Context: an optimization exercise on an open-source flow, tuned for small area, a short achievable clock period and few clock cycles per item. The choices shown serve that exercise and are no tape-out recipe.
At most, simulation tests tie the RTL to the original design; equivalence was not proved.
Power figures rest on the tool's default switching activity, not on a simulated workload.

==> inputs of run X <==
==> flow/design.v (excerpt) <==
module dwibus_codec (
    input  wire         clk,
    input  wire         rst,         
    input  wire         start,       
    input  wire         op,          
    input  wire [7:0]   self_addr,   
    input  wire [479:0] frame_in,
    output wire         ready,
    output reg          done,        
    output wire [7:0]   status,
    output wire [7:0]   crc,
    output wire [479:0] frame_out
);
Settings: LEC_CHECK=0, CAP_MARGIN=20, CORE_AREA=10 10 290 290, CTS_BUF_LIST=sky130_fd_sc_hd__clkbuf_4, DIE_AREA=0 0 300 300, PLACE_DENSITY=0.6, SETUP_SLACK_MARGIN=2.1, SLEW_MARGIN=20, SYNTH_HIERARCHICAL=1, SYNTH_MINIMUM_KEEP_SIZE=0; clock period 5.0 ns.
standard.sh (not shown) runs the stock make flow with config.mk's settings and CLKGATE_MAP_FILE= SYNTH_SCRIPT=/design/flow/synth_recipe.tcl, a recipe that flattens the netlist after the stock synthesis.
==> flow/flow/run.sh <==
#!/bin/bash
# Own layout flow: the standard flow, with each port buffered by the
# smallest buffer (buf_1) instead of the one buffer_ports picks by default.
set -euo pipefail
bash standard.sh "BUFFER_PORTS_ARGS=-buffer_cell sky130_fd_sc_hd__buf_1" finish > standard_flow.log 2>&1
==> run F (differences from run X) <==
--- a/flow/design.v
+++ b/flow/design.v
@@ -16,15 +16,19 @@
     reg [439:0] img;       
     reg [7:0]   pc_q;      
     reg [7:0]   ps_q;      
     reg         chk_q;     
     reg [3:0]   pre_q;     
     reg [7:0]   crc_q;
-    reg [7:0]   syn_q;     
+    reg [2:0]   okz_q;     
     wire [15:0] part_in;   
     wire [15:0] crc_syn;   
+    wire [2:0]  okz;       
+    dw_oai31 u_z0 (.a(crc_syn[8]),  .b(crc_syn[9]),  .c(crc_syn[10]), .d(chk_q), .y(okz[0]));
+    dw_oai31 u_z1 (.a(crc_syn[11]), .b(crc_syn[12]), .c(crc_syn[13]), .d(chk_q), .y(okz[1]));
+    dw_oai21 u_z2 (.a(crc_syn[14]), .b(crc_syn[15]), .c(chk_q), .y(okz[2]));
     assign ready = ~busy;
     wire m0;
     dw_xor2 u_m0 (.a(fi[7]), .b(fi[12]), .y(m0));
     wire m1;
     dw_xor2 u_m1 (.a(fi[14]), .b(fi[15]), .y(m1));
     wire m2;
@@ -1521,38 +1525,32 @@
         if (!busy) begin
             img   <= fi[2*8 +: 440];
             chk_q <= chk_in;
             pre_q <= pre_in;
         end
         crc_q <= crc_syn[7:0];
-        syn_q <= crc_syn[15:8];
+        okz_q <= okz;
     end
-    wire n01, n23, n45, n67, syn_nz;
     wire [3:0] st;
-    dw_nor2  u_n01 (.a(syn_q[0]), .b(syn_q[1]), .y(n01));
-    dw_nor2  u_n23 (.a(syn_q[2]), .b(syn_q[3]), .y(n23));
-    dw_nor2  u_n45 (.a(syn_q[4]), .b(syn_q[5]), .y(n45));
-    dw_nor2  u_n67 (.a(syn_q[6]), .b(syn_q[7]), .y(n67));
-    dw_nand4 u_nz  (.a(n01), .b(n23), .c(n45), .d(n67), .y(syn_nz));
-    dw_ao21  u_st0 (.a(chk_q), .b(syn_nz), .c(pre_q[0]), .y(st[0]));
-    dw_ai21b u_st1 (.a(chk_q), .b(syn_nz), .c(pre_q[1]), .y(st[1]));
-    dw_ai21b u_st2 (.a(chk_q), .b(syn_nz), .c(pre_q[2]), .y(st[2]));
-    dw_ao21  u_st3 (.a(chk_q), .b(syn_nz), .c(pre_q[3]), .y(st[3]));
+    dw_or_nand3 u_st0 (.a(pre_q[0]), .b(okz_q[0]), .c(okz_q[1]), .d(okz_q[2]), .y(st[0]));
+    dw_and4     u_st1 (.a(pre_q[1]), .b(okz_q[0]), .c(okz_q[1]), .d(okz_q[2]), .y(st[1]));
+    dw_and4     u_st2 (.a(pre_q[2]), .b(okz_q[0]), .c(okz_q[1]), .d(okz_q[2]), .y(st[2]));
+    dw_or_nand3 u_st3 (.a(pre_q[3]), .b(okz_q[0]), .c(okz_q[1]), .d(okz_q[2]), .y(st[3]));
     assign status    = {3'b000, st[3], 1'b0, st[2:0]};
     assign crc       = crc_q;
     assign frame_out = {8'h0A, 8'h0D, crc_q, img, 8'h55, 8'hAA};
 endmodule
-module dw_nor2 (input wire a, input wire b, output wire y);
-    assign y = ~(a | b);
+module dw_oai31 (input wire a, input wire b, input wire c, input wire d, output wire y);
+    assign y = ~((a | b | c) & d);
 endmodule
-module dw_nand4 (input wire a, input wire b, input wire c, input wire d, output wire y);
-    assign y = ~(a & b & c & d);
+module dw_oai21 (input wire a, input wire b, input wire c, output wire y);
+    assign y = ~((a | b) & c);
 endmodule
-module dw_ao21 (input wire a, input wire b, input wire c, output wire y);
-    assign y = (a & b) | c;
+module dw_or_nand3 (input wire a, input wire b, input wire c, input wire d, output wire y);
+    assign y = a | ~(b & c & d);
 endmodule
-module dw_ai21b (input wire a, input wire b, input wire c, output wire y);
-    assign y = c & ~(a & b);
+module dw_and4 (input wire a, input wire b, input wire c, input wire d, output wire y);
+    assign y = a & b & c & d;
 endmodule
 module dw_xor2 (input wire a, input wire b, output wire y);
     assign y = a ^ b;
 endmodule
CTS_BUF_LIST = sky130_fd_sc_hd__clkbuf_4 sky130_fd_sc_hd__clkbuf_8   (was sky130_fd_sc_hd__clkbuf_4)
SETUP_SLACK_MARGIN = 2.3   (was 2.1)
==> comparison table <==
| metric | run F | run X |
|---|---|---|
| Run status | no timing/DRC/antenna violations | no timing/DRC/antenna violations |
| Highest achievable clock rate | 360.6 MHz | 339.9 MHz |
| Initial core utilization | 0.2723 | 0.2736 |
| Met3 capacity usage during global routing | 0.06834 | 0.07157 |
| Share of the synthesized area in compound gates (AO/OA/AOI/OAI) | 0.004440 | 0.004775 |
| Number of clock buffer instances in the layout | 104 | 189 |
| Met1 wire length | 33.44 mm | 33.51 mm |
| Share of the core filled with cells | 0.3920 | 0.3667 |
| Clock-cell share of area | 0.05624 | 0.05998 |
| Power in combinational cells | 10.3 mW | 7.92 mW |
| Hold path endpoint | busy | img[151] |
| Delay of the slowest cell on the worst path | 430 ps | 320 ps |
| Path type of the worst setup path | reg -> reg | reg -> out |
| Critical path endpoint category | flop | primary output |
| Final cell area excluding filler cells | 0.03041 mm^2 | 0.02845 mm^2 |
| Multi-input combinational cell count | 823 | 825 |
| DP Area | 0.02593 mm^2 | 0.02600 mm^2 |
| Metal2 WL | 46.99 mm | 47.32 mm |
| Critical hold path startpoint | busy | frame_in[167] |
| Share of the yosys chip area belonging to registers | 0.6598 | 0.6616 |
| Total half-perimeter wirelength after legalization and detailed placement | 76.95 mm | 77.33 mm |
| Antenna diodes | 2 | 4 |
| Number of global-route vias before repair | 15770 | 15800 |
Testbench counts of run X, summed over its fixed seeds: cycles 3,840, frames 1,920.
No functional check of the RTL was part of run F.

---

==> zinc <==
Another version of the RTL of dwibus_codec (not shown whole).
==> flow/config.mk <==
export PLATFORM = sky130hd
export DESIGN_NAME = dwibus_codec
export DESIGN_NICKNAME = dwibus_codec
export VERILOG_FILES = /design/flow/design.v
export SDC_FILE = /design/flow/constraint.sdc
export NUM_CORES = 4
export LEC_CHECK = 0
export CAP_MARGIN = 20
export CORE_AREA = 10 10 290 290
export DIE_AREA = 0 0 300 300
export PLACE_DENSITY = 0.6
export SETUP_SLACK_MARGIN = 2.9
export SLEW_MARGIN = 20
export SYNTH_HIERARCHICAL = 1
export SYNTH_MINIMUM_KEEP_SIZE = 0
==> flow/constraint.sdc <==
create_clock -name core_clock -period 5.0 [get_ports {clk}]
set_input_delay 1.0000 -clock core_clock [delete_from_list [all_inputs] [get_ports {clk}]]
set_output_delay 1.0000 -clock core_clock [all_outputs]
set_load 0.01 [all_outputs]
Scripts as last shown in full above: flow/flow/run.sh
==> inputs of tundra, as changes to zinc <==
--- a/flow/config.mk
+++ b/flow/config.mk
@@ -9,7 +9,7 @@
 export CORE_AREA = 10 10 290 290
 export DIE_AREA = 0 0 300 300
 export PLACE_DENSITY = 0.6
-export SETUP_SLACK_MARGIN = 2.9
+export SETUP_SLACK_MARGIN = 2.3
 export SLEW_MARGIN = 20
 export SYNTH_HIERARCHICAL = 1
 export SYNTH_MINIMUM_KEEP_SIZE = 0
==> inputs of willow, as changes to zinc <==
--- a/flow/config.mk
+++ b/flow/config.mk
@@ -9,7 +9,7 @@
 export CORE_AREA = 10 10 290 290
 export DIE_AREA = 0 0 300 300
 export PLACE_DENSITY = 0.6
-export SETUP_SLACK_MARGIN = 2.9
+export SETUP_SLACK_MARGIN = 2.6
 export SLEW_MARGIN = 20
 export SYNTH_HIERARCHICAL = 1
 export SYNTH_MINIMUM_KEEP_SIZE = 0
==> qor summary <==
| metric | tundra | zinc | willow |
|---|---|---|---|
| Critical path type | in -> reg | in -> reg | reg -> reg |
| PD cells | 575 mW/mm^2 | 526 mW/mm^2 | 547 mW/mm^2 |
| Hold slack | 0.434 ns | 0.451 ns | 0.529 ns |
| Count of placed standard cells in the final layout, fillers left out | 3662 | 3896 | 3831 |
| Period minus WS final | 2.67 ns | 2.54 ns | 2.61 ns |
| Clock network fraction of total power | 23.2% | 19.3% | 18.7% |
| Part of the cycle the worst path needs | 53.3% | 50.7% | 52.2% |
| Standard cell area after detailed placement | 0.0281 mm^2 | 0.0283 mm^2 | 0.0282 mm^2 |
| Tot GR Track Use | 19.7% | 21.0% | 20.5% |
| Drt initial violations | 854 | 890 | 870 |
| Layout cell share with drive strength beyond 1 | 11.6% | 49.1% | 30.2% |
| Power Clock | 4.18 mW | 3.99 mW | 3.68 mW |
| Total buffers and inverters traversed by the critical path | 2 | 2 | 1 |
| Startpoint of the worst register-to-register path | img[174] | img[27] | img[356] |
| M1 GR Usage | 21.5% | 22.3% | 20.4% |
| Run status | complete, no violations | complete, no violations | complete, no violations |
| P_seq | 5.28 mW | 5.33 mW | 5.29 mW |
| Reg power frac | 29.3% | 25.8% | 26.8% |
| Multi-input gate area | 0.0102 mm^2 | 0.0139 mm^2 | 0.0131 mm^2 |
| Total detailed-routing wirelength | 94.4 mm | 102 mm | 98.8 mm |
| Placed Cells | 3517 | 3514 | 3515 |
| Worst clock skew on the final layout | 0.0221 ns | 0.0184 ns | 0.0175 ns |
Function was not checked in any run of this note: the RTL went through the layout flow alone.

[separate check: timing with driven ports]
How much do the figures lean on ideal ports? The routed layouts below were timed once more, with nothing changed but the port constraints. Step 1, drivers: a clkbuf_16 drives clk and a buf_2 each remaining input, both assumed. Step 2 adds t to the input delays and takes it off the output delays; t is the mean of the earliest and latest rising clock arrival at the registers after step 1. Input paths then give back, and output paths get back, about the clock's delay inside the block. a / b / c = no drivers / after step 1 / after step 2; a / b = the first two.
| run | shift t [ns] | setup WS [ns] | worst slew at a driven data input, ns | cell pins on the clock port's net |
|---|---|---|---|---|
| run X | 0.973 | 2.058 / 2.000 / 1.595 | 0.22 | 1 |
| run F | 0.724 | 2.227 / 2.227 / 1.707 | 0.14 | 1 |
| zinc | 0.645 | 2.463 / 2.415 / 1.839 | 0.21 | 1 |
| tundra | 0.649 | 2.333 / 2.339 / 1.691 | 0.17 | 1 |
| willow | 0.655 | 2.392 / 2.392 / 1.922 | 0.23 | 1 |
After both steps every run listed still meets setup and hold. For tundra, which loses most, drivers alone change the setup slack by +0.006 ns; drivers and shift together by -0.642 ns.
